This is an optimization exercise on Yosys and OpenROAD, whose aim is small area, a short achievable clock period and few clock cycles, not a production implementation. At most, simulation tests tie the RTL to the original design; equivalence was not proved.

==> harbor: inputs <==
// msdenc
module msdenc (
    input  wire        clk,
    input  wire        rst,
    input  wire        host_valid,
    output wire        host_ready,
    input  wire        host_write,
    input  wire        host_arr,
    input  wire [2:0]  host_id,
    input  wire [7:0]  host_idx,
    input  wire [63:0] host_wdata,
    output reg         rd_valid,
    output reg  [63:0] rd_data
);
    localparam [7:0] OP_ENCBITS  = 8'h01;
    localparam [7:0] OP_ENCWIDE  = 8'h02;
    localparam [7:0] OP_ALNUM    = 8'h03;
    localparam [7:0] OP_ENCMSD   = 8'h10;
    localparam [7:0] OP_ENCERA   = 8'h11;
    localparam [7:0] OP_MAPDIAG  = 8'h20;
    localparam [7:0] OP_MAPCRASH = 8'h21;
    localparam [1:0] ST_OK      = 2'd0;
    localparam [1:0] ST_FAIL    = 2'd1;
    localparam [1:0] ST_ERR_CMD = 2'd2;
    localparam [1:0] ST_ERR_ARG = 2'd3;
    localparam [5:0] C_NONE     = 6'h00;
    localparam [5:0] C_VERSION  = 6'h01;
    localparam [5:0] C_VTYPE    = 6'h02;
    localparam [5:0] C_VIN      = 6'h03;
    localparam [5:0] C_LAT      = 6'h05;
    localparam [5:0] C_LON      = 6'h06;
    localparam [5:0] C_DIR      = 6'h07;
    localparam [5:0] C_N1_DLAT  = 6'h08;
    localparam [5:0] C_N1_DLON  = 6'h09;
    localparam [5:0] C_N2_DLAT  = 6'h0A;
    localparam [5:0] C_N2_DLON  = 6'h0B;
    localparam [5:0] C_LENGTH   = 6'h0C;
    localparam [5:0] C_BAD_LEN  = 6'h10;
    localparam [5:0] C_OFS_OVF  = 6'h11;
    localparam [5:0] C_BAD_OP   = 6'h20;
    localparam [5:0] C_RESERVED = 6'h21;
    localparam [3:0] PH_HDR   = 4'd0;
    localparam [3:0] PH_OID   = 4'd1;
    localparam [3:0] PH_DLEN  = 4'd2;
    localparam [3:0] PH_DATA  = 4'd3;
    localparam [3:0] PH_T1    = 4'd4;
    localparam [3:0] PH_T2    = 4'd5;
  ...
clock: 10.0 ns
lec_check: 0
cap_margin: 20
cell_pad_in_sites_detail_placement: 1
cell_pad_in_sites_global_placement: 2
core_margin: 2
core_utilization: 45
place_density: 0.6
slew_margin: 20
run.sh (not shown) runs the stock make flow with config.mk's settings and CLKGATE_MAP_FILE= SYNTH_SCRIPT=/design/flow/synth_recipe.tcl, a recipe that flattens the netlist after the stock synthesis.
==> lagoon: changes against harbor <==
--- a/flow/design.v
+++ b/flow/design.v
@@ -88,14 +88,15 @@
     reg        busy;
     reg [3:0]  ph;
     reg [16:0] pos;         
     reg [4:0]  widx;        
     reg        ewide;       
     reg [5:0]  elen;        
     reg        p_valid;
+    reg        msd_pend;    
     reg [63:0] p_data;      
     reg [6:0]  p_len;
     reg [16:0] p_pos;
     reg [7:0]  cbyte;       
     assign host_ready = !busy;
     wire accept = host_valid && !busy;
     wire reg_wr = accept &&  host_write && !host_arr;
@@ -139,50 +140,125 @@
     wire dir_ok = (r_dir <= 8'd179) || (r_dir == 8'd255);
     wire vt_ok  = (r_vtype >= 8'd1) && (r_vtype <= 8'd13);
     wire n1lat_ok = (r_n1lat[15:9] == {7{r_n1lat[9]}});
     wire n1lon_ok = (r_n1lon[15:9] == {7{r_n1lon[9]}});
     wire n2lat_ok = (r_n2lat[15:9] == {7{r_n2lat[9]}});
     wire n2lon_ok = (r_n2lon[15:9] == {7{r_n2lon[9]}});
     reg [11:0] pe;
-    reg [3:0]  pe_n;
     always @* begin
-        pe = 12'd0;
-        pe_n = 4'd0;
-        for (k = 0; k < 6; k = k + 1) begin
-            if (r_prop[k]) begin
-                pe[11 - pe_n] = 1'b1;
-                pe[10 - pe_n] = 1'b1;
-                pe_n = pe_n + 4'd2;
-            end else begin
-                pe_n = pe_n + 4'd1;
-            end
-        end
+        case (r_prop)
+            6'd0: pe = 12'h000;
+            6'd1: pe = 12'hc00;
+            6'd2: pe = 12'h600;
+            6'd3: pe = 12'hf00;
+            6'd4: pe = 12'h300;
+            6'd5: pe = 12'hd80;
+            6'd6: pe = 12'h780;
+            6'd7: pe = 12'hfc0;
+            6'd8: pe = 12'h180;
+            6'd9: pe = 12'hcc0;
+            6'd10: pe = 12'h6c0;
+            6'd11: pe = 12'hf60;
+            6'd12: pe = 12'h3c0;
+            6'd13: pe = 12'hde0;
+            6'd14: pe = 12'h7e0;
+            6'd15: pe = 12'hff0;
+            6'd16: pe = 12'h0c0;
+            6'd17: pe = 12'hc60;
+            6'd18: pe = 12'h660;
+            6'd19: pe = 12'hf30;
+            6'd20: pe = 12'h360;
+            6'd21: pe = 12'hdb0;
+            6'd22: pe = 12'h7b0;
+            6'd23: pe = 12'hfd8;
+            6'd24: pe = 12'h1e0;
+            6'd25: pe = 12'hcf0;
+            6'd26: pe = 12'h6f0;
+            6'd27: pe = 12'hf78;
+            6'd28: pe = 12'h3f0;
+            6'd29: pe = 12'hdf8;
+            6'd30: pe = 12'h7f8;
+            6'd31: pe = 12'hffc;
+            6'd32: pe = 12'h060;
+            6'd33: pe = 12'hc30;
+            6'd34: pe = 12'h630;
+            6'd35: pe = 12'hf18;
+            6'd36: pe = 12'h330;
+            6'd37: pe = 12'hd98;
+            6'd38: pe = 12'h798;
+            6'd39: pe = 12'hfcc;
+            6'd40: pe = 12'h1b0;
+            6'd41: pe = 12'hcd8;
+            6'd42: pe = 12'h6d8;
+            6'd43: pe = 12'hf6c;
+            6'd44: pe = 12'h3d8;
+            6'd45: pe = 12'hdec;
+            6'd46: pe = 12'h7ec;
+            6'd47: pe = 12'hff6;
+            6'd48: pe = 12'h0f0;
+            6'd49: pe = 12'hc78;
+            6'd50: pe = 12'h678;
+            6'd51: pe = 12'hf3c;
+            6'd52: pe = 12'h378;
+            6'd53: pe = 12'hdbc;
+            6'd54: pe = 12'h7bc;
+            6'd55: pe = 12'hfde;
+            6'd56: pe = 12'h1f8;
+            6'd57: pe = 12'hcfc;
+            6'd58: pe = 12'h6fc;
+            6'd59: pe = 12'hf7e;
+            6'd60: pe = 12'h3fc;
+            6'd61: pe = 12'hdfe;
+            6'd62: pe = 12'h7fe;
+            6'd63: pe = 12'hfff;
+            default: pe = 12'h000;
+        endcase
     end
+    wire [2:0] pc = {2'd0, r_prop[0]} + {2'd0, r_prop[1]} + {2'd0, r_prop[2]} +
+                    {2'd0, r_prop[3]} + {2'd0, r_prop[4]} + {2'd0, r_prop[5]};
     wire prop_all = &r_prop;
-    wire [12:0] msd_len = 13'd239 + {9'd0, pe_n} - 13'd6
+    wire [12:0] msd_len = 13'd239 + {10'd0, pc}
                         + (r_n1p ? 13'd20 : 13'd0) + (r_n2p ? 13'd20 : 13'd0)
                         + (r_paxp ? 13'd8 : 13'd0)
                         + (r_opt ? (13'd16 + {2'd0, r_oid_len, 3'd0} + {2'd0, r_data_len, 3'd0}) : 13'd0);
+    reg        vr_ver_bad, vr_vt_bad, vr_vin_bad, vr_lat_bad, vr_lon_bad, vr_dir_bad;
+    reg        vr_n1lat_bad, vr_n1lon_bad, vr_n2lat_bad, vr_n2lon_bad;
+    reg [4:0]  vr_vin_idx;
+    reg [12:0] vr_len;
+    always @(posedge clk) begin
+        vr_ver_bad   <= (r_version != 8'd1);
+        vr_vt_bad    <= !vt_ok;
+        vr_vin_bad   <= !(&vin_ok);
+        vr_vin_idx   <= vin_bad;
+        vr_lat_bad   <= !lat_ok;
+        vr_lon_bad   <= !lon_ok;
+        vr_dir_bad   <= !dir_ok;
+        vr_n1lat_bad <= r_n1p && !n1lat_ok;
+        vr_n1lon_bad <= r_n1p && !n1lon_ok;
+        vr_n2lat_bad <= r_n2p && !n2lat_ok;
+        vr_n2lon_bad <= r_n2p && !n2lon_ok;
+        vr_len       <= msd_len;
+    end
     reg       v_fail;
     reg [5:0] v_cause;
     reg [4:0] v_index;
     always @* begin
         v_fail = 1'b1;
         v_index = 5'd0;
-        if (r_version != 8'd1)           v_cause = C_VERSION;
-        else if (!vt_ok)                 v_cause = C_VTYPE;
-        else if (!(&vin_ok)) begin       v_cause = C_VIN; v_index = vin_bad; end
-        else if (!lat_ok)                v_cause = C_LAT;
-        else if (!lon_ok)                v_cause = C_LON;
-        else if (!dir_ok)                v_cause = C_DIR;
-        else if (r_n1p && !n1lat_ok)     v_cause = C_N1_DLAT;
-        else if (r_n1p && !n1lon_ok)     v_cause = C_N1_DLON;
-        else if (r_n2p && !n2lat_ok)     v_cause = C_N2_DLAT;
-        else if (r_n2p && !n2lon_ok)     v_cause = C_N2_DLON;
-        else if (msd_len > 13'd1120)     v_cause = C_LENGTH;
+        if (vr_ver_bad)                  v_cause = C_VERSION;
+        else if (vr_vt_bad)              v_cause = C_VTYPE;
+        else if (vr_vin_bad) begin       v_cause = C_VIN; v_index = vr_vin_idx; end
+        else if (vr_lat_bad)             v_cause = C_LAT;
+        else if (vr_lon_bad)             v_cause = C_LON;
+        else if (vr_dir_bad)             v_cause = C_DIR;
+        else if (vr_n1lat_bad)           v_cause = C_N1_DLAT;
+        else if (vr_n1lon_bad)           v_cause = C_N1_DLON;
+        else if (vr_n2lat_bad)           v_cause = C_N2_DLAT;
+        else if (vr_n2lon_bad)           v_cause = C_N2_DLON;
+        else if (vr_len > 13'd1120)      v_cause = C_LENGTH;
         else begin                       v_cause = C_NONE; v_fail = 1'b0; end
     end
     wire [20:0] dflags = r_diag_pres & r_diag_val;
     wire [5:0]  cflags = r_crash_pres & r_crash_val;
     reg  [20:0] dflags_r;
     reg  [5:0]  cflags_r;
     always @* begin
@@ -269,15 +345,15 @@
             PH_T1: begin
                 s_data = {r_msgid, r_auto, r_test, r_trust, r_vtype[3:0] - 4'd1,
                           vin_codes[101:54], vin_codes[53]};
                 s_len  = 7'd64;
             end
             PH_T2: begin
                 s_data = {vin_codes[52:0], pe[11:1]};
-                s_len  = prop_all ? 7'd64 : 7'd53 + {3'd0, pe_n};
+                s_len  = prop_all ? 7'd64 : 7'd59 + {4'd0, pc};
             end
             PH_T2B: begin
                 s_data = {1'b1, 63'd0};
                 s_len  = 7'd1;
             end
             PH_T3: begin
                 s_data = {r_ts, ~r_lat[31], r_lat[30:0]};
@@ -320,16 +396,18 @@
     end
     wire [16:0] pos_nx = (ph == PH_PRE) ? pos : pos + {10'd0, s_len};
     always @(posedge clk) begin
         if (rst) begin
             busy    <= 1'b0;
             ph      <= PH_DONE;
             p_valid <= 1'b0;
+            msd_pend <= 1'b0;
         end else begin
             p_valid <= s_push;
+            msd_pend <= cmd_good && (w_op == OP_ENCMSD);
             if (busy) begin
                 pos <= pos_nx;
                 case (ph)
                     PH_HDR:  ph <= r_opt ? ((r_oid_len != 8'd0) ? PH_OID : PH_DLEN) : PH_T1;
                     PH_OID: begin
                         if (oid_rem <= 9'd8) begin ph <= PH_DLEN; widx <= 5'd0; end
                         else widx <= widx + 5'd1;
@@ -352,15 +430,15 @@
                         if (widx == 5'd0) ph <= (pos_nx[2:0] != 3'd0) ? PH_FLUSH : PH_DONE;
                     end
                     PH_FLUSH: ph <= PH_DONE;
                     default: begin
                         busy <= 1'b0;
                     end
                 endcase
-            end else if (cmd_good && w_op == OP_ENCMSD && !v_fail) begin
+            end else if (cmd_good && w_op == OP_ENCMSD) begin
                 busy <= 1'b1;
                 ph   <= PH_HDR;
                 pos  <= 17'd0;
                 widx <= 5'd0;
             end else if (cmd_good && emit_cmd && !len_bad && !arg_end[16] && !a_zero) begin
                 busy  <= 1'b1;
                 ph    <= PH_PRE;
@@ -490,14 +568,25 @@
             cause       <= C_NONE;
             cause_index <= 5'd0;
             res_offset  <= 16'd0;
             res_bits    <= 11'd0;
             res_bytes   <= 8'd0;
             res_code    <= 6'd0;
             res_code_ff <= 1'b0;
+        end else if (msd_pend) begin
+            if (v_fail) begin
+                status      <= ST_FAIL;
+                cause       <= v_cause;
+                cause_index <= v_index;
+                res_bits    <= 11'd0;
+                res_bytes   <= 8'd0;
+            end else begin
+                res_bits    <= vr_len[10:0];
+                res_bytes   <= vr_len[10:3];
+            end
         end else if (cmd_wr) begin
             status      <= ST_OK;
             cause       <= C_NONE;
             cause_index <= 5'd0;
             if (!op_ok) begin
                 status <= ST_ERR_CMD; cause <= C_BAD_OP;
             end else if (rsv_bad) begin
@@ -513,26 +602,14 @@
                             res_offset <= arg_end[15:0];
                         end
                     end
                     OP_ALNUM: begin
                         res_code    <= cmd_al[5:0];
                         res_code_ff <= !cmd_al[6];
                     end
-                    OP_ENCMSD: begin
-                        if (v_fail) begin
-                            status      <= ST_FAIL;
-                            cause       <= v_cause;
-                            cause_index <= v_index;
-                            res_bits    <= 11'd0;
-                            res_bytes   <= 8'd0;
-                        end else begin
-                            res_bits    <= msd_len[10:0];
-                            res_bytes   <= msd_len[10:3];
-                        end
-                    end
                     OP_ENCERA: res_bits <= era_bits;
                     default: ;
                 endcase
             end
         end
     end
     wire [8*32-1:0] vin_pad = {{(8*15){1'b0}}, vin_f};
==> flow_metrics.py <==
metrics = {
    "outcome": {
        "status": "complete, no violations",
    },
    "global_routing": {
        "grt_pass1_vias": 186000,
        "antenna_found_initial": 186,
        "grt_use_met1_pct": 54.8,
    },
    "synth": {
        "synth_seq_cells": 5985,
        "synth.mux.area_fraction_pct": 5.96,
    },
    "finish": {
        "drive_above_1_share_pct": 13.8,
    },
    "place": {
        "post-place-ws_ps": 494,
    },
    "worst_setup_path": {
        "critPathBufInv": 6,
    },
}
Source of the figures above: harbor

==> flow_metrics.py <==
metrics = {
    "outcome": {
        "status": "complete, no violations",
    },
    "route": {
        "met1Wirelength_mm": 486,
        "routed_wl_mm": 1230,
    },
    "synth": {
        "synth_seq_cells": 6025,
        "synth.mux.area_fraction_pct": 8.83,
        "synth.cell_area_um2": 263000,
        "synth_compound_area_share_pct": 10.7,
    },
    "place": {
        "post-place-ws_ps": 2460,
    },
    "global_routing": {
        "grt_use_met1_pct": 56.6,
        "grt_pass1_vias": 179000,
        "antenna_found_initial": 182,
    },
    "clock_network": {
        "cts_buffer_depth": 4,
    },
    "worst_setup_path": {
        "critPathBufInv": 3,
    },
    "finish": {
        "drive_above_1_share_pct": 16.4,
    },
    "sta": {
        "drv_slew": 0,
    },
}
Source of the figures above: lagoon

Testbench counts of harbor, summed over its fixed seeds: cycles 17,742.
The RTL of lagoon was laid out without a check of its function.

## re-timing with driven ports
In the flow no input, the clock included, has a driving cell. The finished layouts below were timed again as built, in two steps. Step 1 assumes that a clkbuf_16 drives the clock port and a buf_2 every other input. Step 2 times the ports against the registers' clock, not the clock port: input delays grow and output delays shrink by t, the midpoint of the rising clock arrivals with the driver on. a / b / c = ideal ports / drivers / drivers and shift; a / b = the first two.
run | t, ns | setup WS [ns] | hold WS [ns]
harbor | 1.274 | 0.605 / 0.605 / 0.605 | 0.431 / 0.431 / 0.431
lagoon | 1.281 | 2.904 / 2.904 / 1.946 | 0.402 / 0.402 / 0.402
After both steps every run listed still meets setup and hold. For lagoon, which loses most, drivers alone change the setup slack by 0.000 ns; drivers and shift together by -0.958 ns.
